From an optimization exercise on the open Yosys and OpenROAD flow, aimed at small area; shortcuts taken in it are not production practice. RTL that was checked went through simulation tests only; none was proved equivalent to the original. For run 7, only the layout was checked, not whether the RTL still works. Power and IR drop assume default switching activity.

===== design/flow/flow/run.sh =====
#!/bin/bash
# The standard layout with these changes:
#  - synthesis maps the logic with an area-oriented ABC script (flow/abc_area.script);
#    everything else in synthesis, registers included, is synth_recipe.tcl's;
#  - the port buffers are buf_1 instead of ORFS's default cell;
set -euo pipefail
here=$PWD
cat flow/abc_override.tcl synth_recipe.tcl > "$here/area_synth.tcl"
export FLOW_ABC_SCRIPT="$here/flow/abc_area.script"
bash standard.sh SYNTH_SCRIPT="$here/area_synth.tcl" \
  BUFFER_PORTS_ARGS="-buffer_cell sky130_fd_sc_hd__buf_1" \
  CTS_ARGS="-sink_clustering_enable -repair_clock_nets -buf_list sky130_fd_sc_hd__clkbuf_8 -dont_use_dummy_load" \
  finish > standard.log 2>&1

===== design/flow/flow/abc_area.script =====
&get -n
&st
&dch
&nf -a
&put
mfs2 -W 8
strash
&get -n
&dch -f
&nf -a -R 1000
&put
mfs2 -W 8
strash
&get -n
&dch -f
&nf -a -R 1000
&put

===== design/flow/flow/abc_override.tcl =====
# Prepended to synth_recipe.tcl: every abc call runs the area script next to
# this file instead of ORFS's speed script. Registers are untouched.
proc abc {args} {
  set i [lsearch -exact $args -script]
  if {$i >= 0} { set args [lreplace $args [expr {$i+1}] [expr {$i+1}] $::env(FLOW_ABC_SCRIPT)] }
  yosys abc {*}$args
}

===== design/flow/standard.sh =====
#!/bin/bash
# synth_recipe.tcl (not shown) runs the flow's synth.tcl, then flattens the netlist and writes it again
# the make line also repeats each setting of config.mk as NAME=value (left out here)
make -C /OpenROAD-flow-scripts/flow DESIGN_CONFIG=/design/flow/config.mk WORK_HOME=/design/flow/orfs CLKGATE_MAP_FILE= SYNTH_SCRIPT=/design/flow/synth_recipe.tcl "${@:-finish}"

===== design/flow/config.mk =====
export PLATFORM = sky130hd
export DESIGN_NAME = cp_slot_engine
export DESIGN_NICKNAME = cp_slot_engine
export VERILOG_FILES = /design/flow/design.v
export SDC_FILE = /design/flow/constraint.sdc
export NUM_CORES = 4
export LEC_CHECK = 0
export CAP_MARGIN = 0
export CORE_MARGIN = 2
export CORE_UTILIZATION = 40
export CTS_BUF_LIST = sky130_fd_sc_hd__clkbuf_8
export SLEW_MARGIN = 0

===== design/flow/constraint.sdc =====
create_clock -name core_clock -period 10.0 [get_ports {clk}]
set_input_delay 2.0000 -clock core_clock [delete_from_list [all_inputs] [get_ports {clk}]]
set_output_delay 2.0000 -clock core_clock [all_outputs]
set_load 0.01 [all_outputs]

===== design/flow/design.v =====
module cp_ledmode (
    input  wire [2:0] rec,
    input  wire       ctx_gerr,
    input  wire       ctx_act,
    output wire       m_fast,
    output wire       m_slow,
    output wire       m_on,
    output wire       m_data
);
    assign m_data = ctx_act;
    assign m_fast = ctx_gerr | (((rec[2])) & ~ctx_act);
    assign m_slow = ~ctx_gerr & ~ctx_act & ((~rec[2]&rec[0]));
    assign m_on   = ~ctx_gerr & ~ctx_act & ((~rec[2]&rec[1]));
endmodule
module cp_debounce (
    input  wire clk,
    input  wire rst,
    input  wire step,     
    input  wire en,       
    input  wire level,    
    output wire press     
);
    localparam S_IDLE = 3'd0, S_P1 = 3'd2, S_P2 = 3'd3, S_CONF = 3'd4, S_R1 = 3'd6, S_R2 = 3'd7;
    reg [2:0] state, state_n;
    always @* begin
        case (state)
            S_IDLE:  state_n = level ? S_P1 : S_IDLE;
            S_P1:    state_n = level ? S_P2 : S_IDLE;
            S_P2:    state_n = level ? S_CONF : S_IDLE;
            S_CONF:  state_n = level ? S_CONF : S_R1;
            S_R1:    state_n = level ? S_CONF : S_R2;
            S_R2:    state_n = level ? S_CONF : S_IDLE;
            default: state_n = S_IDLE;
        endcase
    end
    always @(posedge clk) begin
        if (rst)     state <= S_IDLE;
        else if (step) state <= state_n;
    end
    assign press = en & level & (state == S_P2);
endmodule
module cp_blink (
    input  wire        clk,
    input  wire        rst,
    input  wire        tick,
    input  wire        boot_first,   
    input  wire        boot_run,     
    input  wire [15:0] m_fast,
    input  wire [15:0] m_slow,
    input  wire [15:0] m_on,
    input  wire [15:0] m_data,
    output reg  [15:0] led_visible,
    output wire        boot_end      
);
    localparam [4:0] S0 = 5'b11101;
    localparam [4:0] MASK = 5'd22;
    reg [4:0]  cnt   [0:15];
    reg [4:0]  cnt_n [0:15];
    reg [15:0] lvl_n;
    reg [4:0]  c;
    reg        w, clr;
    integer i;
    always @* begin
        for (i = 0; i < 16; i = i + 1) begin
            c = cnt[i] ^ MASK;
            w = (m_fast[i] & ~((c[3] & c[2] & c[0]) | (c[4] & c[2] & c[1]))) |
                (m_slow[i] & c[4] & ~c[2] & c[1] & c[0]);
            clr = w | m_data[i] | ~(m_fast[i] | m_slow[i]);
            cnt_n[i] = clr ? S0 : {~(c[0] ^ c[3]), c[4:1]};
            lvl_n[i] = (w | m_data[i]) ? ~led_visible[i] :
                       (m_fast[i] | m_slow[i]) ? led_visible[i] : m_on[i];
        end
    end
    assign boot_end = tick & led_visible[15];
    always @(posedge clk)
        if (tick)
            for (i = 0; i < 16; i = i + 1) cnt[i] <= cnt_n[i] ^ MASK;
    always @(posedge clk) begin
        if (rst)
            led_visible <= 16'h0000;
        else if (tick) begin
            if (boot_first || boot_run)
                led_visible <= {led_visible[14:0], boot_first};
            else
                led_visible <= lvl_n;
        end
    end
endmodule
module cp_controller (
    input  wire        clk,
    input  wire        rst,
    input  wire        res_ok,
    input  wire        tick,
    input  wire        boot_end,    
    input  wire [1:0]  evt,         
    input  wire        fa_rsp,
    input  wire [2:0]  fa_status,
    input  wire        fa_flag,
    input  wire [31:0] fa_size,
    input  wire [3:0]  st_idx,
    output wire        boot_first,
    output wire        boot_run,
    output wire        busy,
    output wire        ready,
    output wire        fatal,
    output reg  [3:0]  mux_addr,
    output reg         fa_req,
    output reg  [2:0]  fa_cmd,
    output reg         arch_req,
    output reg         gerr,
    output wire [2:0]  run_err,
    output wire [15:0] m_fast,
    output wire [15:0] m_slow,
    output wire [15:0] m_on,
    output wire [15:0] m_data,
    output wire [8:0]  st_data
);
    localparam PH_IDLE   = 4'd3,  PH_START  = 4'd8,  PH_SELECT = 4'd14,  PH_S2     = 4'd1,
               PH_S1     = 4'd12,  PH_S0     = 4'd0,  PH_DETECT = 4'd15,  PH_READ   = 4'd5,
               PH_ARCHIVE= 4'd6,  PH_WRITE  = 4'd7,  PH_VERIFY = 4'd2, PH_NEXT   = 4'd10,
               PH_BOOT0  = 4'd13, PH_BOOTD  = 4'd4, PH_BOOTR  = 4'd9, PH_FATAL  = 4'd11;
    localparam RC_ABS = 3'd0, RC_MATCH = 3'd1, RC_OK = 3'd2, RC_MISM = 3'd4,
               RC_VFY = 3'd5, RC_RD  = 3'd6, RC_WR = 3'd7;
    localparam E_OK = 3'd0, E_NOCHIP = 3'd1, E_READ = 3'd3, E_WRITE = 3'd4, E_VERIFY = 3'd5;
    localparam C_NONE = 3'd0, C_DETECT = 3'd1, C_READ = 3'd2, C_WRITE = 3'd3, C_VERIFY = 3'd4;
    reg [3:0]  phase, phase_n;
    reg        wfw, wfw_n;           
    reg [3:0]  cur, cur_n;
    reg        rf, rf_n;             
    reg        gerr_n;
    reg [31:0] ref_size;
    reg [1:0]  rec0, rec0_n;         
    reg [2:0]  rec [1:15];
    reg        rec_upd;              
    reg [2:0]  rec_code;             
    reg        rec_clr;              
    wire [2:0] rec_all [0:15];
    assign rec_all[0] = rec0[1] ? (rec0[0] ? RC_RD : RC_OK) : (rec0[0] ? RC_MATCH : RC_ABS);
    genvar g;
    generate
        for (g = 1; g < 16; g = g + 1) begin : g_rec
            assign rec_all[g] = rec[g];
        end
    endgenerate
    wire cls_pres = (fa_status == E_OK) && fa_flag;
    wire cls_abs  = (fa_status == E_NOCHIP) || ((fa_status == E_OK) && !fa_flag);
    wire st_ok    = (fa_status == E_OK);
    wire act = (phase == PH_READ) || (phase == PH_WRITE) || (phase == PH_VERIFY) ||
               (((phase == PH_S2) || (phase == PH_S1) || (phase == PH_S0)) && wfw && cur != 4'd0);
    assign boot_first = (phase == PH_BOOT0);
    assign boot_run   = (phase == PH_BOOTR);
    assign fatal    = (phase == PH_FATAL);
    assign busy     = (phase != PH_IDLE);
    assign ready    = !fatal && !boot_first && !boot_run && (phase != PH_BOOTD);
    assign run_err  = {1'b0, rf, gerr};
    wire [3:0] nxt = cur + 1'b1;
    wire [15:0] cur_oh = 16'd1 << cur;
    wire [15:0] match;
    assign match[0] = 1'b0;
    generate
        for (g = 1; g < 16; g = g + 1) begin : g_match
            assign match[g] = ~((~rec[g][1]&~rec[g][0]));
        end
    endgenerate
    wire       nxt_match = |(match & {cur_oh[14:0], 1'b0});
    always @* begin
        phase_n  = phase;
        wfw_n    = wfw;
        cur_n    = cur;
        rf_n     = rf;
        gerr_n   = gerr;
        rec0_n   = rec0;
        rec_upd  = 1'b0;
        rec_clr  = 1'b0;
        rec_code = RC_ABS;
        fa_req   = 1'b0;
        fa_cmd   = C_NONE;
        arch_req = 1'b0;
        if (fa_rsp) begin
            case (phase)
                PH_DETECT: begin
                    if (cur == 4'd0) begin
                        if (cls_pres) begin
                            rec0_n = 2'b01;
                            if (wfw) begin
                                fa_req  = 1'b1;
                                fa_cmd  = C_READ;
                                phase_n = PH_READ;
                            end else begin
                                phase_n = PH_NEXT;
                            end
                        end else begin
                            rec0_n  = 2'b00;
                            gerr_n  = 1'b1;
                            rf_n    = 1'b0;
                            phase_n = PH_IDLE;
                        end
                    end else begin
                        rec_upd = 1'b1;
                        if (cls_pres)
                            rec_code = (fa_size == ref_size) ? RC_MATCH : RC_MISM;
                        else if (cls_abs)
                            rec_code = RC_ABS;
                        else
                            rec_code = RC_MISM;
                        phase_n = PH_NEXT;
                    end
                end
                PH_READ: begin
                    if (st_ok) begin
                        rec0_n  = 2'b10;
                        phase_n = PH_ARCHIVE;
                    end else begin
                        rec0_n  = 2'b11;
                        gerr_n  = 1'b1;
                        rf_n    = 1'b1;
                        phase_n = PH_IDLE;
                    end
                end
                PH_WRITE: begin
                    if (st_ok) begin
                        fa_req  = 1'b1;
                        fa_cmd  = C_VERIFY;
                        phase_n = PH_VERIFY;
                    end else begin
                        rec_upd = 1'b1;
                        case (fa_status)
                            E_READ:   rec_code = RC_RD;
                            E_VERIFY: rec_code = RC_VFY;
                            default:  rec_code = RC_WR;
                        endcase
                        phase_n = PH_NEXT;
                    end
                end
                PH_VERIFY: begin
                    rec_upd = 1'b1;
                    case (fa_status)
                        E_OK:    rec_code = fa_flag ? RC_OK : RC_VFY;
                        E_READ:  rec_code = RC_RD;
                        E_WRITE: rec_code = RC_WR;
                        default: rec_code = RC_VFY;
                    endcase
                    phase_n = PH_NEXT;
                end
                default: ;
            endcase
        end else begin
            case (phase)
                PH_BOOTD: phase_n = PH_IDLE;
                PH_START: begin
                    gerr_n  = 1'b0;
                    rf_n    = 1'b0;
                    cur_n   = 4'd0;
                    rec0_n  = 2'b00;
                    rec_clr = !wfw;
                    phase_n = PH_SELECT;
                end
                PH_SELECT: phase_n = PH_S2;
                PH_S2:     phase_n = PH_S1;
                PH_S1:     phase_n = PH_S0;
                PH_S0: begin
                    fa_req = 1'b1;
                    if (cur == 4'd0 || !wfw) begin
                        fa_cmd  = C_DETECT;
                        phase_n = PH_DETECT;
                    end else begin
                        fa_cmd  = C_WRITE;
                        phase_n = PH_WRITE;
                    end
                end
                PH_ARCHIVE: begin
                    arch_req = 1'b1;
                    phase_n  = PH_NEXT;
                end
                PH_NEXT: begin
                    if (cur == 4'd15) begin
                        phase_n = PH_IDLE;
                    end else begin
                        cur_n = nxt;
                        if (!wfw || nxt_match)
                            phase_n = PH_SELECT;
                    end
                end
                default: ;
            endcase
        end
        if (phase == PH_BOOT0 && tick)
            phase_n = PH_BOOTR;
        if (phase == PH_BOOTR && boot_end)
            phase_n = PH_BOOTD;
        if (phase == PH_IDLE) begin
            if (evt[0]) begin
                wfw_n   = 1'b0;
                phase_n = PH_START;
            end else if (evt[1]) begin
                wfw_n   = 1'b1;
                phase_n = PH_START;
            end
        end
        if (rst) begin
            fa_req   = 1'b0;
            fa_cmd   = C_NONE;
            arch_req = 1'b0;
        end
    end
    generate
        for (g = 0; g < 16; g = g + 1) begin : g_mode
            cp_ledmode u_mode (
                .rec      (rec_all[g]),
                .ctx_gerr (gerr),
                .ctx_act  (act & cur_oh[g]),
                .m_fast   (m_fast[g]),
                .m_slow   (m_slow[g]),
                .m_on     (m_on[g]),
                .m_data   (m_data[g])
            );
        end
    endgenerate
    wire [2:0] st_rec = rec_all[st_idx];
    wire       st_fast, st_slow, st_on, st_data_m;
    cp_ledmode u_st_mode (
        .rec      (st_rec),
        .ctx_gerr (gerr),
        .ctx_act  (act && (cur == st_idx)),
        .m_fast   (st_fast),
        .m_slow   (st_slow),
        .m_on     (st_on),
        .m_data   (st_data_m)
    );
    assign st_data = {
        ~((~st_rec[2]&~st_rec[1]&~st_rec[0])),
        (st_rec[2]&~st_rec[1]&~st_rec[0]), ~((~st_rec[1]&~st_rec[0])),
        (st_rec[1]&st_rec[0]),
        (st_rec[2]&~st_rec[1]&st_rec[0])|(st_rec[2]&st_rec[1]&~st_rec[0]),
        (st_rec[1]&~st_rec[0]),
        st_data_m, st_slow | st_fast, st_on | st_fast
    };
    always @(posedge clk)
        if (phase == PH_DETECT && cur == 4'd0)
            ref_size <= fa_size;
    always @(posedge clk) begin
        wfw <= wfw_n;
        cur <= cur_n;
    end
    always @(posedge clk)
        if (rst)
            mux_addr <= 4'd0;
        else if (phase == PH_SELECT && !fa_rsp)
            mux_addr <= cur;
    wire       rec_wipe = rst | rec_clr;
    wire [2:0] rec_wd   = rec_wipe ? RC_ABS : rec_code;
    generate
        for (g = 1; g < 16; g = g + 1) begin : g_recw
            always @(posedge clk)
                if (rec_wipe | (rec_upd & cur_oh[g]))
                    rec[g] <= rec_wd;
        end
    endgenerate
    always @(posedge clk) begin
        if (rst) begin
            phase <= res_ok ? PH_BOOT0 : PH_FATAL;
            gerr  <= 1'b0;
            rf    <= 1'b0;
            rec0  <= 2'b00;
        end else begin
            phase <= phase_n;
            gerr  <= gerr_n;
            rf    <= rf_n;
            rec0  <= rec0_n;
        end
    end
endmodule
module cp_slot_engine (
    input  wire        clk,
    input  wire        rst,
    input  wire [3:0]  dip,
    input  wire        res_ok,
    input  wire        tick,
    input  wire        sample,
    input  wire        btn_check,
    input  wire        btn_write,
    input  wire        fa_rsp,
    input  wire [2:0]  fa_status,
    input  wire        fa_flag,
    input  wire [31:0] fa_size,
    input  wire [3:0]  st_idx,
    output wire [3:0]  mux_addr,
    output wire [15:0] led,
    output wire        fa_req,
    output wire [2:0]  fa_cmd,
    output wire [3:0]  fa_speed,
    output wire        arch_req,
    output wire        busy,
    output wire        ready,
    output wire        gerr,
    output wire        fatal,
    output wire [2:0]  run_err,
    output wire [2:0]  fatal_code,
    output wire [1:0]  evt,
    output wire [8:0]  st_data
);
    wire        boot_first, boot_run, boot_end;
    wire [15:0] m_fast, m_slow, m_on, m_data;
    reg  [3:0]  speed_cfg;
    always @(posedge clk)
        if (rst) speed_cfg <= dip;
    wire sample_en = sample && !rst && !fatal;
    cp_debounce u_db_check (
        .clk(clk), .rst(rst), .step(sample), .en(sample_en), .level(btn_check), .press(evt[0])
    );
    cp_debounce u_db_write (
        .clk(clk), .rst(rst), .step(sample), .en(sample_en), .level(btn_write), .press(evt[1])
    );
    cp_blink u_blink (
        .clk        (clk),
        .rst        (rst),
        .tick       (tick),
        .boot_first (boot_first),
        .boot_run   (boot_run),
        .m_fast     (m_fast),
        .m_slow     (m_slow),
        .m_on       (m_on),
        .m_data     (m_data),
        .led_visible(led),
        .boot_end   (boot_end)
    );
    cp_controller u_ctl (
        .clk       (clk),
        .rst       (rst),
        .res_ok    (res_ok),
        .tick      (tick),
        .boot_end  (boot_end),
        .evt       (evt),
        .fa_rsp    (fa_rsp),
        .fa_status (fa_status),
        .fa_flag   (fa_flag),
        .fa_size   (fa_size),
        .st_idx    (st_idx),
        .boot_first(boot_first),
        .boot_run  (boot_run),
        .busy      (busy),
        .ready     (ready),
        .fatal     (fatal),
        .mux_addr  (mux_addr),
        .fa_req    (fa_req),
        .fa_cmd    (fa_cmd),
        .arch_req  (arch_req),
        .gerr      (gerr),
        .run_err   (run_err),
        .m_fast    (m_fast),
        .m_slow    (m_slow),
        .m_on      (m_on),
        .m_data    (m_data),
        .st_data   (st_data)
    );
    assign fa_speed   = speed_cfg;
    assign fatal_code = {fatal, fatal, 1'b0};
endmodule

==> run summary, run 1 <==
run status=complete, no violations; pin count of the biggest net entering global routing=84; top cells by area, synth=edfxtp_1 (53%), dfxtp_1 (7.3%), nor2_1 (4.9%); initial antenna violation count=1; R2R depth=13; CP required=about 8000 ps; Post-Place Cell Area=slightly above 10000 sq um; row count=55; final wirelength=around 24000 um; Setup CP Type=in2out; post-CTS setup repair buffer count=0; Design Area, Final=between 10000 and 15000 sq um; Layout area overhead=11.0%; Min Hold Slack=around 490 ps; post-synth top area share=53.3%; clk_skew=roughly 46 ps; Distinct cells, synth=39; asr flop ratio synth=0%; EDFF count, synth=166; Fin Setup TNS=0 ps; count of hold-fix buffers inserted at cts=0; Hold Startpoint=u_ctl.rf; n_diodes=0; RSZ-0062 raised after global routing=false; Pleak=approximately 3.3 nW; Clock Pin Slew Worst Setup and Hold Paths=about 80 ps; die area=around 25000 sq um; Hold EP=u_ctl.rf; Post-CTS Resized=0; Pint=roughly 1.2 mW; post-synthesis sequential area ratio=between 60% and 70%; core area=between 20000 and 25000 sq um; Yosys reg bits=200; crit path launch=st_idx[0]; Cells after Synth=between 800 and 900; Power Dens Cells=approximately 160 nW/um^2; Mapped Area=9350 sq um; startpoint type of the worst setup path=primary input; Avg Inst Size Synth=approximately 11 sq um; vias per cell=5.64; Hold Crit Depth=2; critical path arrival=4370 ps; grt ovf=0; CP endpoint kind=output port; Switching Power=roughly 0.46 mW; I/O Pins=102; Max clock buf depth=2; Final #Nets=1061; Clk pwr share=around 24%; H-tree Lvls=4; Worst Hold Class=reg2reg; Sw Share=between 20 and 30%; Reg2Reg Setup Slack=6840 ps; worst-skew pair later-pin latency=about 490 ps; port buffer count=99; CTS Sinks=200; Max-cap violations=0; Post-route DRC=0; crit-path max FO=8; cell accounting for the most synthesized area=edfxtp_1; vias=7408; maximum VDD drop=between 0.07 and 0.08 mV; Yosys Warn Count=8; wire per inst=about 19 um; Routability Congestion=0.889; R2R Path End=u_blink.led_visible[5]; relative slew slack=about a fifth; first-pass GRT wire length=38100 um; minimum clock period=6370 ps; Routed Antenna Nets=0; actual slew at the worst max-slew pin=about 1200 ps; CTS Buf Count=17; Main synth FF type=edfxtp_1; Logic pwr share=between 10% and 20%; overall global routing resource usage=about a fifth; Die Y-Extent=between 150 and 200 um; # setup viols final=0; period utilisation layout=roughly 64%; Seq pwr share=61.3%; hpwl dp=about 17000 um; Root Buffer=clkbuf_8; CTS tree=built; First-pass DRT Iterations=7; drt first-iter violations=between 500 and 600; Die Wd=~160 um; Slew Limit Fails=0; Initial Util=about two fifths; Max Clk Rate=~0.16 GHz; Final Hold Fails=0; worst r2r src=u_ctl.cur[0]; vias in the first global route=roughly 7000; layout cell share with drive strength beyond 1=3.40%
[worst max-delay path, stage by stage]
cell and delay, ps:
buf_1 320, nand2b_1 250, nor2_1 110, a22oi_1 190, nand3_1 110, a221oi_1 320
nand4_1 160, a41oi_1 390, nand2_1 150, or2_0 240, buf_1 130
[power groups by stage]
stage / clock [mW] / sequential, mW / combinational, mW
global route: 0.432 / 1.01 / 0.270
global placement: 0 / 1.03 / 0.235
finish: 0.397 / 1.01 / 0.239
CTS: 0.406 / 1.01 / 0.239
detailed placement: 0 / 1.03 / 0.239
floorplan: 0 / 1.01 / 0.148
[area by class of cell]
class                           count  area (sq um)
Multi-Input combinational cell    666          3610
Sequential cell                   200          5670
Clock buffer                       17           234
Fill cell                        2176         12400
Timing Repair Buffer              109           452
Tap cell                          313           392
Inverter                            9          33.8
[metrics by stage]
step | utilization [%] | power, mW | setup WS [ps] | cells
2_1_floorplan | - | 1.16 | 4480 | 884
3_3_place_gp | 44.6 | 1.26 | 3710 | 1297
5_1_grt | 45.6 | 1.72 | 3320 | 1314
4_1_cts | 45.6 | 1.65 | 3640 | 1314
6_report | 45.6 | 1.64 | 3630 | 1314
3_5_place_dp | 44.6 | 1.26 | 3650 | 1297
[layer usage]
metal / share of wire, % / track usage (%)
met1: 48 / 28.8
met2: 45 / 31.2
met3: 6.1 / 4.76
met4: 1.4 / 4.94
met5: 0 / 0
[cell usage in the layout, fill, tap and decap left out, types with 17 or more instances in the layout]
| master | count |
|---|---|
| edfxtp_1 | 166 |
| nor2_1 | 120 |
| nand2_1 | 109 |
| buf_1 | 97 |
| a21oi_1 | 74 |
| o21ai_0 | 61 |
| nor3_1 | 57 |
| dfxtp_1 | 34 |
| o22ai_1 | 23 |
| nand3_1 | 19 |
| xnor2_1 | 19 |
| xor2_1 | 19 |
| or3_1 | 18 |
| a311oi_1 | 17 |
| clkbuf_8 | 17 |
[cells by family (layout without fill, tap and decap cells)]
family / Yosys count / after routing / share of synthesized area [%]
adder cells (fa/ha/maj): 6 / 6 / 0.803
AO/OA/AOI/OAI: 239 / 239 / 15.5
flip-flops: 200 / 200 / 60.6
other: 1 / 2 / 0.0401
buffers and inverters: 18 / 135 / 1.08
AND/OR/NAND/NOR: 381 / 381 / 18.4
XOR/XNOR: 38 / 38 / 3.56
[worst max path at each step]
stage,endpoint,slack [ps],depth (start not counted)
6_report,st_data[8],3630,11
2_1_floorplan,st_data[8],4480,9
3_3_place_gp,st_data[8],3710,11
3_5_place_dp,st_data[8],3650,11
4_1_cts,st_data[8],3640,11
5_1_grt,st_data[8],3320,11
[synth_stat cells, types with 2 or more instances]
cell,n
a211oi_1,7
a21boi_0,9
a21oi_1,77
a221oi_1,7
a22o_1,3
a22oi_1,15
a311oi_1,17
a31oi_1,7
and2_0,4
and3_1,7
buf_4,9
clkinv_1,9
dfxtp_1,34
edfxtp_1,166
ha_1,6
nand2_1,109
nand2b_1,11
nand3_1,19
nand4_1,12
nor2_1,121
nor2b_1,6
nor3_1,58
nor3b_1,2
nor4_1,8
nor4b_1,2
o211ai_1,8
o21ai_0,61
o22ai_1,23
or2_0,3
or3_1,18
xnor2_1,19
xor2_1,19
[flip-flops by register name, indices dropped and copies added, names as in the netlist]
signal	flops
speed_cfg	4
u_ctl.cur	4
u_ctl.phase	4
u_ctl.rf	1
u_ctl.mux_addr	4
u_ctl.rec	45
u_db_check.state	3
u_ctl.rec0	2
u_ctl.ref_size	32
u_ctl.gerr	1
u_blink.cnt	80
u_ctl.wfw	1
u_db_write.state	3
u_blink.led_visible	16
==> inputs of run 2 (changes only) <==
--- a/design/flow/config.mk
+++ b/design/flow/config.mk
@@ -5,8 +5,8 @@
 export SDC_FILE = /design/flow/constraint.sdc
 export NUM_CORES = 4
 export LEC_CHECK = 0
-export CAP_MARGIN = 0
+export CAP_MARGIN = 20
 export CORE_MARGIN = 2
 export CORE_UTILIZATION = 40
 export CTS_BUF_LIST = sky130_fd_sc_hd__clkbuf_8
-export SLEW_MARGIN = 0
+export SLEW_MARGIN = 20
==> run 2 against run 1 <==
  * Still clean
  * Synthesized cell count unchanged
  * Design area about the same
  * Fmax hardly changed
  * Register-to-register slack is essentially flat
  * Routed wire length about the same
  * Synthesized area unchanged
  * Sequential power barely moved
  * Clock power is essentially flat
==> run summary, run 2 <==
run status=complete, no violations; Reg2Reg Setup Slack=between 6000 and 7000 ps; post-CTS setup repair buffer count=0; Post-CTS Resized=0; Routability Congestion=between 0.8 and 0.9; Die Wd=157 um; first-pass GRT wire length=around 38000 um; vias in the first global route=between 6000 and 7000; biggest regs=u_blink.cnt (80), u_ctl.rec (45), u_ctl.ref_size (32); core area=approximately 23000 sq um; RSZ-0062 raised after global routing=false; minimum clock period=~6400 ps; Initial Util=around two fifths; die area=between 20000 and 25000 sq um; Commonest cells post-synth=edfxtp_1 (166), nor2_1 (121), nand2_1 (109); Avg Inst Size Synth=roughly 11 sq um; Mapped Area=between 9000 and 10000 sq um; drt first-iter violations=between 500 and 600; n_diodes=0; wire per inst=around 19 um; R2R depth=13; Worst Hold Class=reg2reg; Max-cap violations=0; count of hold-fix buffers inserted at cts=0; most common cell after layout, fill and taps aside=edfxtp_1; Cells after Synth=about 900; Non-Filler Instances=between 1000 and 1500; Final Hold Fails=0; Main synth FF type=edfxtp_1; Most flops, register=u_blink.cnt; Setup WS post-layout=approximately 3600 ps; R2R Path End=u_blink.led_visible[5]; EDFF count, synth=approximately 170; CTS Sinks=200; post-synthesis sequential area ratio=between 60% and 70%; hpwl dp=between 15000 and 20000 um; leading cell types in the layout, fill and taps excluded=edfxtp_1 (166), nor2_1 (119), nand2_1 (109); Hold Crit Depth=2; # setup viols final=0; total power draw=1.64 mW; Final #Nets=between 1000 and 1500; final wirelength=~24000 um; CTS tree=built; Slew Limit Fails=0; I/O Pins=a little over 100; initial antenna violation count=1; CP endpoint kind=output port; Routed Antenna Nets=0; Min Hold Slack=around 490 ps; relative slew slack=a little under a third; Pleak=3.30 nW; Max clock buf depth=2; startpoint type of the worst setup path=primary input; worst-skew pair later-pin latency=around 490 ps; Clock Pin Slew Worst Setup and Hold Paths=around 80 ps; Util after Layout=about 46%; Yosys Warn Count=8; Design Area, Final=10400 sq um; overall global routing resource usage=roughly a fifth; Setup CP Type=in2out; Distinct cells, synth=39; First-pass DRT Iterations=7; Yosys reg bits=200; top cells by area, synth=edfxtp_1 (53%), dfxtp_1 (7.3%), nor2_1 (4.9%); Post-Place Cell Area=between 10000 and 15000 sq um; CP required=~8000 ps; max FFs per register=80; row count=55; Power Dens Cells=approximately 160 nW/um^2; period utilisation layout=63.8%; crit-path max FO=8; Layout area overhead=11.1%; Hold Startpoint=u_ctl.rf; Fin Setup TNS=0 ps; Max Clk Rate=between 0.15 and 0.2 GHz; layout cell share with drive strength beyond 1=around 3.5%; Die Y-Extent=approximately 160 um; actual slew at the worst max-slew pin=around 1000 ps; critical path arrival=between 4000 and 5000 ps; maximum VDD drop=0.0735 mV; vias per cell=approximately 5.7; CTS Buf Count=17; leading cell type by number of instances after synthesis=edfxtp_1; post-synth top area share=53.3%; grt ovf=0; clk_skew=around 45 ps; H-tree Lvls=4; asr flop ratio synth=0%; Hold EP=u_ctl.rf; Setup WS pre-CTS=3650 ps; Post-route DRC=0; pin count of the biggest net entering global routing=between 80 and 90; vias=7427; cell accounting for the most synthesized area=edfxtp_1; Root Buffer=clkbuf_8; port buffer count=99; dpl cells=~1300; worst r2r src=u_ctl.cur[0]
run 2: where the power goes:
| part | switching (mW) | internal [mW] |
|---|---|---|
| clock network | 0.246 | 0.151 |
| registers | 0.0510 | 0.957 |
| logic | 0.158 | 0.0814 |
| total | 0.455 | 1.19 |
run 2: worst max-delay path: stages:
cell,delay (ps)
buf_1,320
nand2b_1,250
nor2_1,110
a22oi_1,190
nand3_1,110
a221oi_1,330
nand4_1,160
a41oi_1,390
nand2_1,150
or2_0,240
buf_1,130
run 2: worst max path at each step:
stage | start | end | slack [ps] | depth (start not counted)
floorplan | st_idx[0] | st_data[8] | 4480 | 9
global placement | st_idx[1] | st_data[8] | 3710 | 11
detailed placement | st_idx[1] | st_data[8] | 3650 | 11
CTS | st_idx[1] | st_data[8] | 3640 | 11
global route | st_idx[1] | st_data[8] | 3320 | 11
finish | st_idx[0] | st_data[8] | 3620 | 11
run 2: area by class of cell:
class / instances / area, sq um
well taps: 313 / 392
fillers: 2175 / 12400
repair buffers: 109 / 452
inverters: 9 / 33.8
flip-flops and latches: 200 / 5670
clock buffers: 17 / 234
multi-input cells: 666 / 3610
run 2: routing by layer:
layer | GRT usage, % | part of all wire, %
met4 | 4.94 | 1.5
met3 | 4.76 | 6.4
met2 | 31.2 | 45
met1 | 28.8 | 47
met5 | 0 | 0
run 2: cell families after synthesis:
| logic type | share of synthesized area, % |
|---|---|
| compound gates | 15.5 |
| buf+inv | 1.08 |
| other cells | 0.0401 |
| simple gates | 18.4 |
| xor+xnor | 3.56 |
| fa+ha+maj | 0.803 |
| flops | 60.6 |
==> inputs of run 3 (changes only) <==
==> design/flow/flow/abc_area.script (replaced) <==
&get -n
&st
&deepsyn -T 120
&dch -f
&nf -a -R 1000
&put
mfs2 -W 8
strash
&get -n
&dch -f
&nf -a -R 1000
&put
--- a/design/flow/config.mk
+++ b/design/flow/config.mk
@@ -7,6 +7,6 @@
 export LEC_CHECK = 0
 export CAP_MARGIN = 20
 export CORE_MARGIN = 2
-export CORE_UTILIZATION = 40
+export CORE_UTILIZATION = 55
 export CTS_BUF_LIST = sky130_fd_sc_hd__clkbuf_8
 export SLEW_MARGIN = 20
==> run 3 against run 2 <==
  * Sequential share of layout area up 0.85 points
  * Register-to-register slack worse by 430 ps
  * Die area down 27%
  * Non-clock buffer count down 1
  * Clock skew down 15 ps
  * Sequential cell count unchanged
  * Worst setup slack better by 250 ps
  * Synthesized cell count down 2.4%
==> run summary, run 3 <==
vias per cell=roughly 6.3; Sw Share=between 20% and 30%; overall global routing resource usage=27.7%; CP endpoint kind=output port; Max-cap violations=0; Seq pwr share=between 60% and 70%; Routability Congestion=0.971; maximum VDD drop=between 0.08 and 0.09 mV; top cells by area, synth=edfxtp_1 (53%), dfxtp_1 (7.3%), nor2_1 (4.4%); leading cell type by number of instances after synthesis=edfxtp_1; First-pass DRT Iterations=5; asr flop ratio synth=0%; Distinct cells, synth=48; minimum clock period=6130 ps; most common cell after layout, fill and taps aside=edfxtp_1; critical path endpoint=st_data[4]; Layout area overhead=9.69%; critical path arrival=4130 ps; CTS Sinks=200; dpl cells=between 1000 and 1500; post-synth top area share=about 53%; run status=complete, no violations; Max Clk Rate=about 0.16 GHz; final wirelength=24500 um; Yosys reg bits=200; hpwl dp=between 15000 and 20000 um; total power draw=1.61 mW; Final Hold Fails=0; Post-route DRC=0; vias=7495; core area=16600 sq um; R2R depth=10; Setup WS post-layout=~3900 ps; Util after Layout=roughly three fifths; Main synth FF type=edfxtp_1; row count=47; CTS tree=built; post-synthesis sequential area ratio=roughly 61%; RSZ-0062 raised after global routing=false; cell accounting for the most synthesized area=edfxtp_1; max FFs per register=80; Switching Power=about 0.43 mW; Max clock buf depth=2; relative slew slack=approximately 26%; Yosys Warn Count=8; post-CTS setup repair buffer count=0; Non-Filler Instances=1199; slowest CP cell=nor2b_1; critical path depth in cells=11; leading cell types in the layout, fill and taps excluded=edfxtp_1 (166), nor2_1 (108), buf_1 (98); clk_skew=30.6 ps; actual slew at the worst max-slew pin=1100 ps; EDFF count, synth=166; Die Wd=around 130 um; first-pass GRT wire length=approximately 38000 um; Pleak=approximately 3.3 nW; Reg2Reg Setup Slack=around 6400 ps; critical path's top delay family=compound AO/OA/AOI/OAI gates; Fin Setup TNS=0 ps; Worst Path Buf+Inv=2; Mapped Area=slightly above 9000 sq um; Logic pwr share=between 10% and 20%; n_diodes=0; count of hold-fix buffers inserted at cts=0; Post-CTS Resized=0; layout cell share with drive strength beyond 1=slightly above 3%; crit-path max FO=9; initial antenna violation count=0; port buffer count=99; period utilisation layout=around three fifths; worst-skew pair later-pin latency=between 400 and 500 ps; Power Dens Cells=~160 nW/um^2; CTS Buf Count=17; crit path cell chain=buf_1 > nor2b_1 > a22oi_1 > nand2_1 > a21oi_1 > a21oi_1 > o21ai_0 > o221ai_1 > a21oi_1 > a211oi_1 > buf_1; Most flops, register=u_blink.cnt; Final #Nets=~1000; CP peak stage delay=600 ps; CP most frequent cell=a21oi_1; vias in the first global route=7349; R2R Path End=u_blink.cnt[3][4]; startpoint type of the worst setup path=primary input; biggest regs=u_blink.cnt (80), u_ctl.rec (45), u_ctl.ref_size (32); wire per inst=a little over 20 um; Slew Limit Fails=0; crit path launch=st_idx[0]; CP required=roughly 8000 ps; Routed Antenna Nets=0; Commonest cells post-synth=edfxtp_1 (166), nor2_1 (109), nand2_1 (93); Die Y-Extent=between 100 and 150 um; Design Area, Final=a little over 10000 sq um; Clk pwr share=24.3%; worst r2r src=u_ctl.cur[0]; Cells after Synth=roughly 860; Setup CP Type=in2out; Pint=~1.2 mW; drt first-iter violations=~640; grt ovf=0; I/O Pins=roughly 100; die area=roughly 18000 sq um; # setup viols final=0; Worst Hold Class=reg2reg; Setup WS pre-CTS=around 3900 ps; Min Hold Slack=480 ps; Root Buffer=clkbuf_8; Avg Inst Size Synth=~11 sq um; Initial Util=between 50% and 60%; Post-Place Cell Area=~10000 sq um; H-tree Lvls=4; pin count of the biggest net entering global routing=a little over 80; Clock Pin Slew Worst Setup and Hold Paths=about 80 ps
[run 3: cell types whose count changed in the layout (fill, tap and decap cells not counted), moves of 9 or more]
cell | previous run | this run
nand2_1 | 109 | 93
o22ai_1 | 23 | 32
nor3_1 | 57 | 33
a21oi_1 | 74 | 51
or2_0 | 3 | 16
xor2_1 | 19 | 4
xnor2_1 | 19 | 9
clkinv_1 | 9 | 52
mux2i_1 | 0 | 19
a32oi_1 | 0 | 10
nor2_1 | 119 | 108
[run 3: area by class of cell]
| type | instances | area, sq um |
|---|---|---|
| multi-input combinational | 602 | 3410 |
| clock buffer | 17 | 234 |
| sequential | 200 | 5670 |
| tap | 220 | 275 |
| inverter | 52 | 195 |
| timing repair buffer | 108 | 443 |
| fill | 1381 | 6360 |
[run 3: worst min path at each step]
stage	from	end	slack (ps)	depth (start not counted)
floorplan	u_db_check.state[1]	u_db_check.state[1]	450	1
finish	u_ctl.mux_addr[3]	u_ctl.mux_addr[3]	480	1
detailed placement	u_ctl.mux_addr[3]	u_ctl.mux_addr[3]	460	1
global placement	u_ctl.mux_addr[2]	u_ctl.mux_addr[2]	460	1
CTS	u_ctl.mux_addr[3]	u_ctl.mux_addr[3]	480	1
global route	u_ctl.mux_addr[3]	u_ctl.mux_addr[3]	510	1
[run 3: kinds of logic after synthesis]
| family | Yosys count | synth area share [%] |
|---|---|---|
| xor gates and xnor gates | 13 | 1.22 |
| AOI/OAI and AO/OA | 234 | 16.3 |
| and+or+nand+nor | 328 | 16.0 |
| other | 1 | 0.0402 |
| adders and majority gates | 6 | 0.805 |
| muxes | 19 | 2.04 |
| DFF | 200 | 60.8 |
| buffers and inverters | 61 | 2.82 |
[run 3: layer usage]
metal	share of wire (%)	track usage (%)	vias up
met2	48	45.5	312
met5	0	0	-
met1	43	36.9	3650
met3	6.1	4.84	43
li1	-	-	3490
met4	2.7	10.7	0
[run 3: power by group through the flow]
stage	registers, mW	logic, mW	clock network (mW)
global route	1.02	0.234	0.423
global placement	1.03	0.199	0
floorplan	1.01	0.134	0
finish	1.01	0.210	0.393
detailed placement	1.03	0.208	0
CTS	1.01	0.209	0.401
==> inputs of run 4 (changes only) <==
==> design/flow/flow/abc_area.script (replaced) <==
&get -n
&st
&deepsyn -T 60
&dch -f
&nf -a -R 1000
&put
mfs2 -W 8
strash
&get -n
&dch -f
&nf -a -R 1000
&put
--- a/design/flow/config.mk
+++ b/design/flow/config.mk
@@ -7,6 +7,6 @@
 export LEC_CHECK = 0
 export CAP_MARGIN = 20
 export CORE_MARGIN = 2
-export CORE_UTILIZATION = 55
+export CORE_UTILIZATION = 70
 export CTS_BUF_LIST = sky130_fd_sc_hd__clkbuf_8
 export SLEW_MARGIN = 20
==> run 4 against run 3 <==
  * Still clean
  * Routed wire length increased by 0.54%
  * First-iteration DRC count increased by 44%
  * Sequential share of layout area increased by 0.64 points
  * Critical path depth unchanged
  * Die area decreased by 21%
  * Utilization increased by 16 points
  * Critical path type unchanged
  * Highest routed layer unchanged
==> run summary, run 4 <==
maximum VDD drop=between 0.1 and 0.15 mV; asr flop ratio synth=0%; die area=14200 sq um; post-synth top area share=a little over half; biggest regs=u_blink.cnt (80), u_ctl.rec (45), u_ctl.ref_size (32); row count=42; pin count of the biggest net entering global routing=44; max FFs per register=80; leading cell types in the layout, fill and taps excluded=edfxtp_1 (166), nor2_1 (119), buf_1 (98); grt ovf=0; CP endpoint kind=output port; Root Buffer=clkbuf_8; Logic pwr share=about 14%; layout cell share with drive strength beyond 1=under 10%; core area=approximately 13000 sq um; Clock Pin Slew Worst Setup and Hold Paths=about 60 ps; crit path launch=st_idx[0]; period utilisation layout=62.9%; Yosys reg bits=200; post-synthesis sequential area ratio=between 60% and 70%; hpwl dp=between 15000 and 20000 um; Pleak=roughly 3.3 nW; CTS Sinks=200; count of hold-fix buffers inserted at cts=0; Worst Hold Class=reg2reg; Commonest cells post-synth=edfxtp_1 (166), nor2_1 (119), nand2_1 (82); Switching Power=approximately 0.45 mW; run status=complete, no violations; worst-skew pair later-pin latency=about 480 ps; vias=approximately 7700; clk_skew=34.7 ps; Cells after Synth=~850; cell accounting for the most synthesized area=edfxtp_1; RSZ-0062 raised after global routing=false; port buffer count=99; Pint=1.19 mW; critical path arrival=4290 ps; wire per inst=~22 um; minimum clock period=~6300 ps; Slew Limit Fails=0; Seq pwr share=62.2%; Power Dens Cells=~160 nW/um^2; startpoint type of the worst setup path=primary input; Max-cap violations=0; Die Y-Extent=around 120 um; most common cell after layout, fill and taps aside=edfxtp_1; relative slew slack=a little under a third; Routed Antenna Nets=0; First-pass DRT Iterations=6; final wirelength=~25000 um; crit path cell chain=buf_1 > nor2b_1 > a221oi_1 > a21oi_1 > nand3_1 > o221ai_1 > a31oi_1 > xor2_1 > nand2_1 > o31ai_1 > buf_1; Most flops, register=u_blink.cnt; crit-path max FO=9; I/O Pins=just over 100; actual slew at the worst max-slew pin=roughly 1000 ps; Hold Startpoint=u_ctl.mux_addr[3]; Die Wd=~120 um; Clk pwr share=a little under a quarter; slowest CP cell=nor2b_1; Initial Util=a little over two thirds; Design Area, Final=between 10000 and 15000 sq um; Final #Nets=~1000; top cells by area, synth=edfxtp_1 (54%), dfxtp_1 (7.3%), nor2_1 (4.8%); Max clock buf depth=2; Post-Place Cell Area=a little under 10000 sq um; Post-CTS Resized=0; Final Hold Fails=0; leading cell type by number of instances after synthesis=edfxtp_1; Avg Inst Size Synth=about 11 sq um; n_diodes=0; Main synth FF type=edfxtp_1; Max Clk Rate=0.159 GHz; CP required=approximately 8000 ps; CP peak stage delay=a little under 600 ps; post-CTS setup repair buffer count=0; Yosys Warn Count=8; H-tree Lvls=4; Distinct cells, synth=50; Layout area overhead=9.14%; Setup CP Type=in2out; Fin Setup TNS=0 ps; vias per cell=between 6 and 7; CTS tree=built; CP most frequent cell=buf_1; vias in the first global route=about 7500; Routability Congestion=0.990; CTS Buf Count=17; overall global routing resource usage=between 30% and 40%; # setup viols final=0; Sw Share=27.3%; EDFF count, synth=roughly 170; drt first-iter violations=between 900 and 1000; worst r2r src=u_ctl.cur[0]; Mapped Area=~9300 sq um; first-pass GRT wire length=a little under 40000 um; initial antenna violation count=0; Post-route DRC=0
[run 4: changes by cell type after synthesis, sizes merged, moves of 5 or more]
cell / delta
or2: -11
o22ai: -7
a21oi: +12
a32oi: -10
nand2: -11
mux2i: -7
clkinv: -14
nor2: +10
o21ai: +6
nand3: -5
a2111oi: +9
[run 4: cell type report]
| class | count | area [sq um] |
|---|---|---|
| inverters | 38 | 143 |
| well taps | 176 | 220 |
| fillers | 871 | 2980 |
| clock buffers | 17 | 234 |
| flip-flops and latches | 200 | 5670 |
| multi-input cells | 605 | 3400 |
| repair buffers | 108 | 443 |
[run 4: cells by family after synthesis]
| group | Yosys count | synth area share (%) |
|---|---|---|
| AO/OA/AOI/OAI | 248 | 17.1 |
| XOR/XNOR | 15 | 1.42 |
| adder cells (fa/ha/maj) | 6 | 0.810 |
| buffers and inverters | 47 | 2.27 |
| flip-flops | 200 | 61.2 |
| multiplexers | 12 | 1.30 |
| other | 1 | 0.0405 |
| AND/OR/NAND/NOR | 322 | 15.9 |
[run 4: power by group through the flow]
stage | Combinational [mW] | Clock (mW) | Sequential (mW)
final | 0.233 | 0.388 | 1.02
after global routing | 0.258 | 0.414 | 1.03
after CTS | 0.230 | 0.387 | 1.02
after detailed placement | 0.229 | 0 | 1.04
after global placement | 0.216 | 0 | 1.03
after floorplan | 0.147 | 0 | 1.02
[run 4: worst paths after layout]
check                                              end  slack [ps]  cells after the start
worst max-delay path                        st_data[4]        3710                     11
worst min-delay path                 u_ctl.mux_addr[3]         480                      1
worst max register to register  u_blink.led_visible[7]        6060                     12
worst min register to register       u_ctl.mux_addr[3]         480                      1
[run 4: per-stage QoR]
stage          hold WS [ps]  std cells  util [%]  setup slack (ps)  power [mW]
6_report                480       1144      77.3              3710        1.64
5_1_grt                 486       1144      77.3              3570        1.70
3_5_place_dp            452       1127      75.4              3770        1.27
3_3_place_gp            458       1127      75.4              3820        1.25
4_1_cts                 479       1144      77.2              3760        1.64
2_1_floorplan           449        852         -              3320        1.17
[run 4: critical path, delay by kind of cell]
| family | cells | cell delay [ps] |
|---|---|---|
| and+or+nand+nor | 3 | 800 |
| xor gates and xnor gates | 1 | 250 |
| AOI/OAI and AO/OA | 5 | 830 |
| buffers and inverters | 2 | 410 |
[run 4: routing by layer]
| metal | part of all wire [%] | track usage (%) | vias to the layer above | wire length [um] |
|---|---|---|---|---|
| met5 | 0 | 0 | - | 0 |
| met4 | 3.5 | 15.3 | 0 | 857 |
| met3 | 10 | 7.18 | 72 | 2520 |
| met2 | 48 | 58.3 | 536 | 11900 |
| met1 | 38 | 46.8 | 3661 | 9320 |
| li1 | - | - | 3471 | - |
==> inputs of run 5 (changes only) <==
--- a/design/flow/config.mk
+++ b/design/flow/config.mk
@@ -7,6 +7,6 @@
 export LEC_CHECK = 0
 export CAP_MARGIN = 20
 export CORE_MARGIN = 2
-export CORE_UTILIZATION = 70
+export CORE_UTILIZATION = 55
 export CTS_BUF_LIST = sky130_fd_sc_hd__clkbuf_8
 export SLEW_MARGIN = 20
==> run 5 against run 4 <==
  * Still clean
  * Synthesized area is the same
  * Design area increased by 0.54%
  * Utilization decreased by 16 points
  * First-iteration DRC count is 19% lower
  * Power about the same
  * Die area up 26%
  * Worst setup slack better by 120 ps
  * Clock skew up 4.2 ps
  * Routed wire length decreased by 2.0%
  * Non-clock buffer count unchanged
  * Critical path type unchanged
==> run summary, run 5 <==
run status=complete, no violations; Commonest cells post-synth=edfxtp_1 (166), nor2_1 (119), nand2_1 (82); crit-path max FO=9; wire per inst=roughly 20 um; Setup WS pre-CTS=roughly 3900 ps; dpl cells=approximately 1200; R2R depth=12; Worst Path Buf+Inv=2; Initial Util=a little under three fifths; CTS Buf Count=17; core area=about 17000 sq um; Post-route DRC=0; Design Area, Final=about 10000 sq um; Clock Pin Slew Worst Setup and Hold Paths=~80 ps; actual slew at the worst max-slew pin=1060 ps; critical path arrival=4170 ps; Power Dens Cells=~160 nW/um^2; leading cell types in the layout, fill and taps excluded=edfxtp_1 (166), nor2_1 (119), buf_1 (98); Mapped Area=9260 sq um; CP required=around 8000 ps; Avg Inst Size Synth=about 11 sq um; CTS tree=built; CP endpoint kind=output port; total power draw=around 1.6 mW; Logic pwr share=roughly 14%; Switching Power=about 0.45 mW; period utilisation layout=61.7%; hpwl dp=~18000 um; layout cell share with drive strength beyond 1=~3.1%; Fin Setup TNS=0 ps; count of hold-fix buffers inserted at cts=0; first-pass GRT wire length=38100 um; Post-CTS Resized=0; clk_skew=38.9 ps; die area=approximately 18000 sq um; Root Buffer=clkbuf_8; slowest CP cell=nor2b_1; worst-skew pair later-pin latency=around 470 ps; overall global routing resource usage=27.4%; Setup CP Type=in2out; First-pass DRT Iterations=6; CP most frequent cell=buf_1; pin count of the biggest net entering global routing=a little over 80; Most flops, register=u_blink.cnt; drt first-iter violations=740; crit path cell chain=buf_1 > nor2b_1 > a221oi_1 > a21oi_1 > nand3_1 > o221ai_1 > a31oi_1 > xor2_1 > nand2_1 > o31ai_1 > buf_1; post-synth top area share=between 50% and 60%; Yosys Warn Count=8; Post-Place Cell Area=slightly below 10000 sq um; startpoint type of the worst setup path=primary input; Max-cap violations=0; Non-Filler Instances=about 1200; max FFs per register=80; Worst Hold Class=reg2reg; CTS Sinks=200; post-CTS setup repair buffer count=0; Hold EP=u_ctl.mux_addr[1]; critical path's top delay family=simple AND/OR/NAND/NOR gates; Die Y-Extent=between 100 and 150 um; leading cell type by number of instances after synthesis=edfxtp_1; most common cell after layout, fill and taps aside=edfxtp_1; initial antenna violation count=0; Hold Startpoint=u_ctl.mux_addr[1]; Layout area overhead=9.74%; relative slew slack=slightly below 30%; Hold Crit Depth=1; worst r2r src=u_ctl.cur[0]; final wirelength=about 24000 um; Clk pwr share=between 20% and 30%; Max clock buf depth=2; top cells by area, synth=edfxtp_1 (54%), dfxtp_1 (7.3%), nor2_1 (4.8%); maximum VDD drop=between 0.1 and 0.15 mV; cell accounting for the most synthesized area=edfxtp_1; Final #Nets=1028; Yosys reg bits=200; Main synth FF type=edfxtp_1; Util after Layout=61.5%; Pleak=3.29 nW; Setup WS post-layout=about 3800 ps; Cells after Synth=851; # setup viols final=0; Routed Antenna Nets=0; vias=7386; I/O Pins=just over 100; EDFF count, synth=approximately 170; CP peak stage delay=roughly 560 ps; Final Hold Fails=0; Max Clk Rate=between 0.15 and 0.2 GHz; Min Hold Slack=484 ps; vias in the first global route=7224; grt ovf=0; Pint=between 1 and 1.5 mW; minimum clock period=between 6000 and 7000 ps; port buffer count=99; H-tree Lvls=4; n_diodes=0; Die Wd=about 130 um; biggest regs=u_blink.cnt (80), u_ctl.rec (45), u_ctl.ref_size (32); asr flop ratio synth=0%; row count=47; Sw Share=between 20% and 30%; Slew Limit Fails=0; RSZ-0062 raised after global routing=false; Routability Congestion=between 0.9 and 1; vias per cell=approximately 6.2; R2R Path End=u_blink.led_visible[10]; Distinct cells, synth=50; post-synthesis sequential area ratio=about three fifths; Reg2Reg Setup Slack=roughly 5800 ps; Seq pwr share=a little over 60%
[run 5: cell counts after synthesis]
No cell type changed its count.
[run 5: logic make-up after synthesis]
kind of cell / Yosys count / share of synthesized area (%)
compound gates: 248 / 17.1
xor+xnor: 15 / 1.42
fa+ha+maj: 6 / 0.810
buf+inv: 47 / 2.27
flops: 200 / 61.2
mux: 12 / 1.30
other cells: 1 / 0.0405
simple gates: 322 / 15.9
[run 5: area by class of cell]
cell class | count | area (sq um)
multi-input combinational | 605 | 3400
inverter | 38 | 143
sequential | 200 | 5670
clock buffer | 17 | 234
timing repair buffer | 108 | 443
fill | 1384 | 6360
tap | 220 | 275
[run 5: worst max path at each step]
stage                 start          to  slack, ps  depth (start not counted)
2_1_floorplan  u_ctl.cur[0]   fa_cmd[1]       3320                         12
3_3_place_gp      st_idx[3]  st_data[4]       3970                         10
3_5_place_dp      st_idx[0]  st_data[4]       3900                         11
4_1_cts           st_idx[0]  st_data[4]       3900                         11
5_1_grt           st_idx[3]  st_data[4]       3590                         10
6_report          st_idx[0]  st_data[4]       3830                         11
[run 5: per-layer routing]
metal,vias to the layer above,GRT usage (%),routed length [um]
met1,3585,35.2,10200
met3,49,5.59,1320
li1,3473,-,-
met2,279,47.1,12100
met5,-,0,0
met4,0,8.92,539
[run 5: power by group through the flow]
stage | Sequential [mW] | Clock, mW | Combinational, mW
after floorplan | 1.02 | 0 | 0.147
after global placement | 1.04 | 0 | 0.218
after detailed placement | 1.04 | 0 | 0.226
after CTS | 1.02 | 0.400 | 0.226
after global routing | 1.03 | 0.426 | 0.254
final | 1.02 | 0.393 | 0.227
==> inputs of run 6 (changes only) <==
--- a/design/flow/flow/run.sh
+++ b/design/flow/flow/run.sh
@@ -9,5 +9,5 @@
 export FLOW_ABC_SCRIPT="$here/flow/abc_area.script"
 bash standard.sh SYNTH_SCRIPT="$here/area_synth.tcl" \
   BUFFER_PORTS_ARGS="-buffer_cell sky130_fd_sc_hd__buf_1" \
-  CTS_ARGS="-sink_clustering_enable -repair_clock_nets -buf_list sky130_fd_sc_hd__clkbuf_8 -dont_use_dummy_load" \
+  CTS_ARGS="-sink_clustering_enable -repair_clock_nets -root_buf sky130_fd_sc_hd__clkbuf_16 -buf_list sky130_fd_sc_hd__clkbuf_8 -dont_use_dummy_load" \
   finish > standard.log 2>&1
--- a/design/flow/config.mk
+++ b/design/flow/config.mk
@@ -7,6 +7,6 @@
 export LEC_CHECK = 0
 export CAP_MARGIN = 20
 export CORE_MARGIN = 2
-export CORE_UTILIZATION = 55
+export CORE_UTILIZATION = 40
 export CTS_BUF_LIST = sky130_fd_sc_hd__clkbuf_8
 export SLEW_MARGIN = 20
==> run 6 against run 5 <==
  * Worst setup slack lost 170 ps
  * Sequential power about the same
  * Routed wire length about the same
  * Combinational power barely moved
  * Cell count is 5.5% higher
  * Design area is 0.91% higher
  * Register-to-register slack better by 390 ps
  * Clock power up 4%
  * Die area is 36% higher
  * Utilization down 16 points
  * Clock-buffer cell count stayed put
  * Largest cell class unchanged
  * Largest power group unchanged
  * Highest routed layer unchanged
==> run summary, run 6 <==
Slew Limit Fails=0; RSZ-0062 raised after global routing=false; adder-cell share of the synthesized area=less than 1%; maximum VDD drop=0.0786 mV; wire per inst=just under 20 um; most common cell after layout, fill and taps aside=edfxtp_1; Main synth FF type=edfxtp_1; Die Wd=156 um; vias=7246; layout cell share with drive strength beyond 1=3.10%; Compound-Gate Fraction of Synth Area=17.1%; overall global routing resource usage=between 20% and 30%; First-pass DRT Iterations=6; run status=complete, no violations; met1 usage=between 20% and 30%; worst-skew pair later-pin latency=between 400 and 500 ps; biggest regs=u_blink.cnt (80), u_ctl.rec (45), u_ctl.ref_size (32); pin count of the biggest net entering global routing=43; largest family of logic cells by synthesized area=compound AO/OA/AOI/OAI gates; Initial Util=about two fifths; total power draw=1.65 mW; hpwl dp=17600 um; leading cell type by number of instances after synthesis=edfxtp_1; Most flops, register=u_blink.cnt; grt ovf=0; CP endpoint kind=output port; clk_skew=~54 ps; # setup viols final=0; met2 usage=between 30% and 40%; port buffer count=99; Die Y-Extent=approximately 160 um; vias per cell=between 5 and 6; Mapped Area=9260 sq um; Setup WS post-layout=3660 ps; Root Buffer=clkbuf_16; Routability Congestion=between 0.9 and 1; minimum clock period=6340 ps; final wirelength=about 24000 um; Power Dens Cells=roughly 160 nW/um^2; Cells after Synth=~850; EDFF count, synth=166; Clock Pin Slew Worst Setup and Hold Paths=around 90 ps; Setup CP Type=in2out; Worst Hold Class=reg2reg; post-synthesis sequential area ratio=61.2%; simple-gate portion of the synthesized area=between 10% and 20%; period utilisation layout=between 60% and 70%; H-tree Lvls=4; critical path arrival=around 4300 ps; Routed Antenna Nets=0; Yosys reg bits=200; Post-route DRC=0; Fin Setup TNS=0 ps; Final Hold Fails=0; Yosys Warn Count=8; relative slew slack=around a third; Final #Nets=1028; met3 Usage GRT=around 4%; CTS tree=built; drt first-iter violations=roughly 570; crit-path max FO=9; Pleak=approximately 3.3 nW; leading cell types in the layout, fill and taps excluded=edfxtp_1 (166), nor2_1 (119), buf_1 (98); post-CTS setup repair buffer count=0; cell accounting for the most synthesized area=edfxtp_1; I/O Pins=between 100 and 150; n_diodes=0; core area=about 23000 sq um; vias in the first global route=6929; CP required=~8000 ps; CTS Sinks=200; row count=55; CP most frequent cell=buf_1; Max clock buf depth=2; Layout area overhead=10.7%; xor-xnor portion of the synthesized cell area=roughly 1.4%; actual slew at the worst max-slew pin=between 900 and 1000 ps; first-pass GRT wire length=roughly 38000 um; Commonest cells post-synth=edfxtp_1 (166), nor2_1 (119), nand2_1 (82); asr flop ratio synth=0%; Post-CTS Resized=0; top cells by area, synth=edfxtp_1 (54%), dfxtp_1 (7.3%), nor2_1 (4.8%); Distinct cells, synth=50; startpoint type of the worst setup path=primary input; die area=between 20000 and 25000 sq um; Max-cap violations=0; post-synth top area share=between 50% and 60%; slowest CP cell=a31oi_1; max FFs per register=80; CTS Buf Count=17; multiplexer share of the synthesized area=approximately 1.3%; Avg Inst Size Synth=around 11 sq um; CP peak stage delay=510 ps; Max Clk Rate=0.158 GHz; crit path cell chain=buf_1 > nor2b_1 > a221oi_1 > a21oi_1 > nand3_1 > o221ai_1 > a31oi_1 > xor2_1 > nand2_1 > o31ai_1 > buf_1; GR peak layer=met2; count of hold-fix buffers inserted at cts=0; initial antenna violation count=0; Setup WS pre-CTS=approximately 3700 ps
==> run 6: logic make-up (layout without fill, tap and decap cells) <==
| kind of cell | Yosys count | after routing |
|---|---|---|
| buf+inv | 47 | 163 |
| fa+ha+maj | 6 | 6 |
| flops | 200 | 200 |
| compound gates | 248 | 248 |
| xor+xnor | 15 | 15 |
| other cells | 1 | 2 |
| mux | 12 | 12 |
| simple gates | 322 | 322 |
==> run 6: path summary, 6_finish.rpt <==
check	start	endpoint	slack (ps)	cells after the start
worst max-delay path	st_idx[1]	st_data[4]	3660	11
worst min register to register	u_db_check.state[2]	u_db_check.state[2]	480	2
worst max register to register	u_ctl.cur[0]	u_blink.led_visible[11]	6190	12
worst min-delay path	u_db_check.state[2]	u_db_check.state[2]	480	2
==> run 6: layout make-up <==
cell class / count / area (sq um)
clock buffer: 17 / 245
inverter: 38 / 143
fill: 2191 / 12500
timing repair buffer: 108 / 443
sequential: 200 / 5670
multi-input combinational: 605 / 3400
tap: 285 / 357
==> run 6: where the power goes <==
group	switching, mW	total [mW]	internal (mW)
sequential	0.0559	1.02	0.964
combinational	0.148	0.228	0.0800
clock	0.245	0.407	0.162
total	0.449	1.65	1.21
==> run 6: per-stage QoR <==
step / std cells / instance area, sq um / hold slack (ps) / utilization, %
finish: 1253 / 10300 / 483 / 45.2
CTS: 1253 / 10300 / 480 / 45.2
floorplan: 852 / 9270 / 449 / -
global route: 1253 / 10300 / 501 / 45.2
global placement: 1236 / 10000 / 461 / 44.1
detailed placement: 1236 / 10000 / 464 / 44.1
==> run 6: worst max-delay path: cells and delay by family <==
family	cells	cell delay (ps)
AOI/OAI and AO/OA	5	1300
xor gates and xnor gates	1	190
and+or+nand+nor	3	390
buffers and inverters	2	450
==> run 6: routing by layer <==
metal / up-vias / share of wire (%)
met1: 3466 / 47
met4: 0 / 1.2
met2: 293 / 45
met5: - / 0
li1: 3462 / -
met3: 25 / 6.9
==> inputs of run 7 (changes only) <==
--- a/design/flow/design.v
+++ b/design/flow/design.v
@@ -115,10 +115,10 @@
     output wire [15:0] m_data,
     output wire [8:0]  st_data
 );
-    localparam PH_IDLE   = 4'd3,  PH_START  = 4'd8,  PH_SELECT = 4'd14,  PH_S2     = 4'd1,
-               PH_S1     = 4'd12,  PH_S0     = 4'd0,  PH_DETECT = 4'd15,  PH_READ   = 4'd5,
-               PH_ARCHIVE= 4'd6,  PH_WRITE  = 4'd7,  PH_VERIFY = 4'd2, PH_NEXT   = 4'd10,
-               PH_BOOT0  = 4'd13, PH_BOOTD  = 4'd4, PH_BOOTR  = 4'd9, PH_FATAL  = 4'd11;
+    localparam PH_IDLE   = 4'd5,  PH_START  = 4'd7,  PH_SELECT = 4'd4,  PH_S2     = 4'd0,
+               PH_S1     = 4'd10,  PH_S0     = 4'd8,  PH_DETECT = 4'd14,  PH_READ   = 4'd2,
+               PH_ARCHIVE= 4'd9,  PH_WRITE  = 4'd6,  PH_VERIFY = 4'd1, PH_NEXT   = 4'd3,
+               PH_BOOT0  = 4'd11, PH_BOOTD  = 4'd15, PH_BOOTR  = 4'd13, PH_FATAL  = 4'd12;
     localparam RC_ABS = 3'd0, RC_MATCH = 3'd1, RC_OK = 3'd2, RC_MISM = 3'd4,
                RC_VFY = 3'd5, RC_RD  = 3'd6, RC_WR = 3'd7;
     localparam E_OK = 3'd0, E_NOCHIP = 3'd1, E_READ = 3'd3, E_WRITE = 3'd4, E_VERIFY = 3'd5;
--- a/design/flow/flow/run.sh
+++ b/design/flow/flow/run.sh
@@ -9,5 +9,5 @@
 export FLOW_ABC_SCRIPT="$here/flow/abc_area.script"
 bash standard.sh SYNTH_SCRIPT="$here/area_synth.tcl" \
   BUFFER_PORTS_ARGS="-buffer_cell sky130_fd_sc_hd__buf_1" \
-  CTS_ARGS="-sink_clustering_enable -repair_clock_nets -root_buf sky130_fd_sc_hd__clkbuf_16 -buf_list sky130_fd_sc_hd__clkbuf_8 -dont_use_dummy_load" \
+  CTS_ARGS="-sink_clustering_enable -repair_clock_nets -buf_list sky130_fd_sc_hd__clkbuf_8 -dont_use_dummy_load" \
   finish > standard.log 2>&1
--- a/design/flow/config.mk
+++ b/design/flow/config.mk
@@ -7,6 +7,6 @@
 export LEC_CHECK = 0
 export CAP_MARGIN = 20
 export CORE_MARGIN = 2
-export CORE_UTILIZATION = 40
+export CORE_UTILIZATION = 55
 export CTS_BUF_LIST = sky130_fd_sc_hd__clkbuf_8
 export SLEW_MARGIN = 20
==> run 7 against run 6 <==
  * Non-clock buffer count grew 1
  * Via count grew 2.5%
  * Worst hold slack gained 7.5 ps
  * First-iteration DRC count grew 41%
  * Routed wire length grew 4.5%
  * Largest cell class unchanged
  * Highest routed layer unchanged
==> run summary, run 7 <==
CP peak stage delay=roughly 450 ps; Min Hold Slack=between 400 and 500 ps; Clock Pin Slew Worst Setup and Hold Paths=about 90 ps; Yosys reg bits=200; R2R depth=11; Initial Util=approximately 56%; Die Y-Extent=around 130 um; run status=complete, no violations; # setup viols final=0; startpoint type of the worst setup path=primary input; Commonest cells post-synth=edfxtp_1 (166), nor2_1 (94), nand2_1 (82); drt first-iter violations=about 800; actual slew at the worst max-slew pin=~1100 ps; worst r2r src=u_ctl.cur[0]; core area=between 15000 and 20000 sq um; Die Wd=between 100 and 150 um; RSZ-0062 raised after global routing=false; port buffer count=between 90 and 100; crit-path max FO=10; relative slew slack=a little under a quarter; Pleak=~3.4 nW; post-synth top area share=~53%; Setup CP Type=in2out; worst-skew pair later-pin latency=approximately 480 ps; Root Buffer=clkbuf_8; cell accounting for the most synthesized area=edfxtp_1; first-pass GRT wire length=39000 um; R2R Path End=u_blink.led_visible[1]; layout cell share with drive strength beyond 1=3.20%; CTS Sinks=200; Most flops, register=u_blink.cnt; Post-route DRC=0; Max clock buf depth=2; Reg2Reg Setup Slack=approximately 6600 ps; Setup WS pre-CTS=around 3700 ps; final wirelength=25200 um; Max-cap violations=0; period utilisation layout=between 60 and 70%; Mapped Area=between 9000 and 10000 sq um; hpwl dp=18300 um; Design Area, Final=approximately 10000 sq um; most common cell after layout, fill and taps aside=edfxtp_1; Routability Congestion=roughly 0.9; Fin Setup TNS=0 ps; Util after Layout=around three fifths; leading cell type by number of instances after synthesis=edfxtp_1; Max Clk Rate=~0.16 GHz; Hold EP=u_db_check.state[1]; crit path cell chain=buf_1 > nor2b_1 > a22o_1 > a21oi_1 > o21ai_0 > a211oi_1 > a21oi_1 > nand2_1 > or2_0 > buf_1; Worst Hold Class=reg2reg; max FFs per register=80; First-pass DRT Iterations=5; CP endpoint kind=output port; die area=18000 sq um; minimum clock period=6300 ps; dpl cells=1172; Final Hold Fails=0; CTS tree=built; Yosys Warn Count=8; vias per cell=6.25; slowest CP cell=a21oi_1; fillers=1370; row count=47; I/O Pins=102; pin count of the biggest net entering global routing=85; Routed Antenna Nets=0; count of hold-fix buffers inserted at cts=0; EDFF count, synth=166; critical path arrival=~4300 ps; Slew Limit Fails=0; Setup WS post-layout=between 3000 and 4000 ps; wire per inst=approximately 21 um; biggest regs=u_blink.cnt (80), u_ctl.rec (45), u_ctl.ref_size (32); Post-Place Cell Area=10000 sq um; Non-Filler Instances=~1200; top cells by area, synth=edfxtp_1 (53%), dfxtp_1 (7.3%), nor2_1 (3.8%); overall global routing resource usage=28.4%; total power draw=around 1.6 mW; Cells after Synth=~850; initial antenna violation count=0; Post-CTS Resized=0; post-CTS setup repair buffer count=0; crit path launch=st_idx[3]; CP required=roughly 8000 ps; Avg Inst Size Synth=11.0 sq um; Hold Startpoint=u_db_check.state[1]; Distinct cells, synth=47; post-synthesis sequential area ratio=60.7%; vias in the first global route=around 7000; grt ovf=0; n_diodes=0; vias=around 7400; maximum VDD drop=~0.094 mV; CTS Buf Count=17; leading cell types in the layout, fill and taps excluded=edfxtp_1 (166), buf_1 (98), nor2_1 (92); Hold Crit Depth=1; Main synth FF type=edfxtp_1; clk_skew=~35 ps; H-tree Lvls=4; Final #Nets=between 1000 and 1500; Layout area overhead=9.70%; Power Dens Cells=~160 nW/um^2; asr flop ratio synth=0%
## run 7: cell types whose count changed in the layout (fill, tap and decap cells not counted), moves of 4 or more
| cell | change |
|---|---|
| nor2b_1 | +10 |
| a2111oi_0 | -7 |
| a222oi_1 | +7 |
| mux2_1 | +9 |
| o21ai_0 | -5 |
| nand2b_1 | +7 |
| a221o_1 | +5 |
| xor2_1 | -5 |
| o31a_1 | -4 |
| nor2_1 | -27 |
| clkinv_1 | +13 |
## run 7: cell type report
type                    instances  area, sq um  area share [%]
repair buffers                109          450            4.40
well taps                     220          275            2.69
inverters                      51          191            1.87
clock buffers                  17          234            2.28
flip-flops and latches        200         5670            55.3
multi-input cells             592         3420            33.4
## run 7: worst max-delay path: cells and delay by family
kind | cells | cell delay, ps
compound gates | 5 | 1030
buf+inv | 2 | 470
simple gates | 3 | 800
## run 7: metal layers
layer | up-vias | global-route usage [%] | part of all wire (%)
met5 | - | 0 | 0
met4 | 0 | 9.18 | 2.2
met3 | 41 | 5.48 | 6.5
met2 | 338 | 47.5 | 49
met1 | 3586 | 37.7 | 42
li1 | 3465 | - | -
## run 7: power breakdown
part	internal [mW]	total (mW)	leakage (nW)	switching, mW
clock	0.151	0.400	0.122	0.249
sequential	0.962	1.02	1.87	0.0570
combinational	0.0825	0.227	1.37	0.144
## run 7: worst max path at each step
stage                            end  slack (ps)  depth (start not counted)
after floorplan           st_data[4]        4580                          8
after global placement    st_data[8]        3730                         10
after detailed placement  st_data[8]        3720                         10
after CTS                 st_data[8]        3720                         10
after global routing      st_data[4]        3440                         10
final                     st_data[8]        3700                         10
## run 7: cells by family after synthesis
kind of cell / count (synthesis) / synth area share, %
xor+xnor: 11 / 1.03
simple gates: 307 / 15.3
other cells: 1 / 0.0402
mux: 19 / 2.16
compound gates: 247 / 17.2
buf+inv: 60 / 2.77
flops: 200 / 60.7
fa+ha+maj: 6 / 0.804

## port drivers added, routing unchanged
How much do the figures lean on ideal ports? The routed layouts below were timed once more, with nothing changed but the port constraints.
Step 1: set_driving_cell puts a clkbuf_16 on clk and a buf_2 on each other input, an assumption about the parent block.
Step 2 times the ports against the registers' clock, not the clock port: input delays grow and output delays shrink by t, the midpoint of the rising clock arrivals with the driver on.
a / b / c = ideal ports / drivers / drivers and shift; a / b = the first two.
run | t (ns) | slack for setup (ns)
run 1 | 0.506 | 3.626 / 3.579 / 3.579
run 2 | 0.503 | 3.621 / 3.574 / 3.574
run 3 | 0.487 | 3.871 / 3.819 / 3.819
run 4 | 0.504 | 3.712 / 3.670 / 3.670
run 5 | 0.491 | 3.829 / 3.805 / 3.805
run 6 | 0.426 | 3.656 / 3.586 / 3.586
run 7 | 0.505 | 3.700 / 3.655 / 3.655
After both steps every run listed still meets setup and hold.
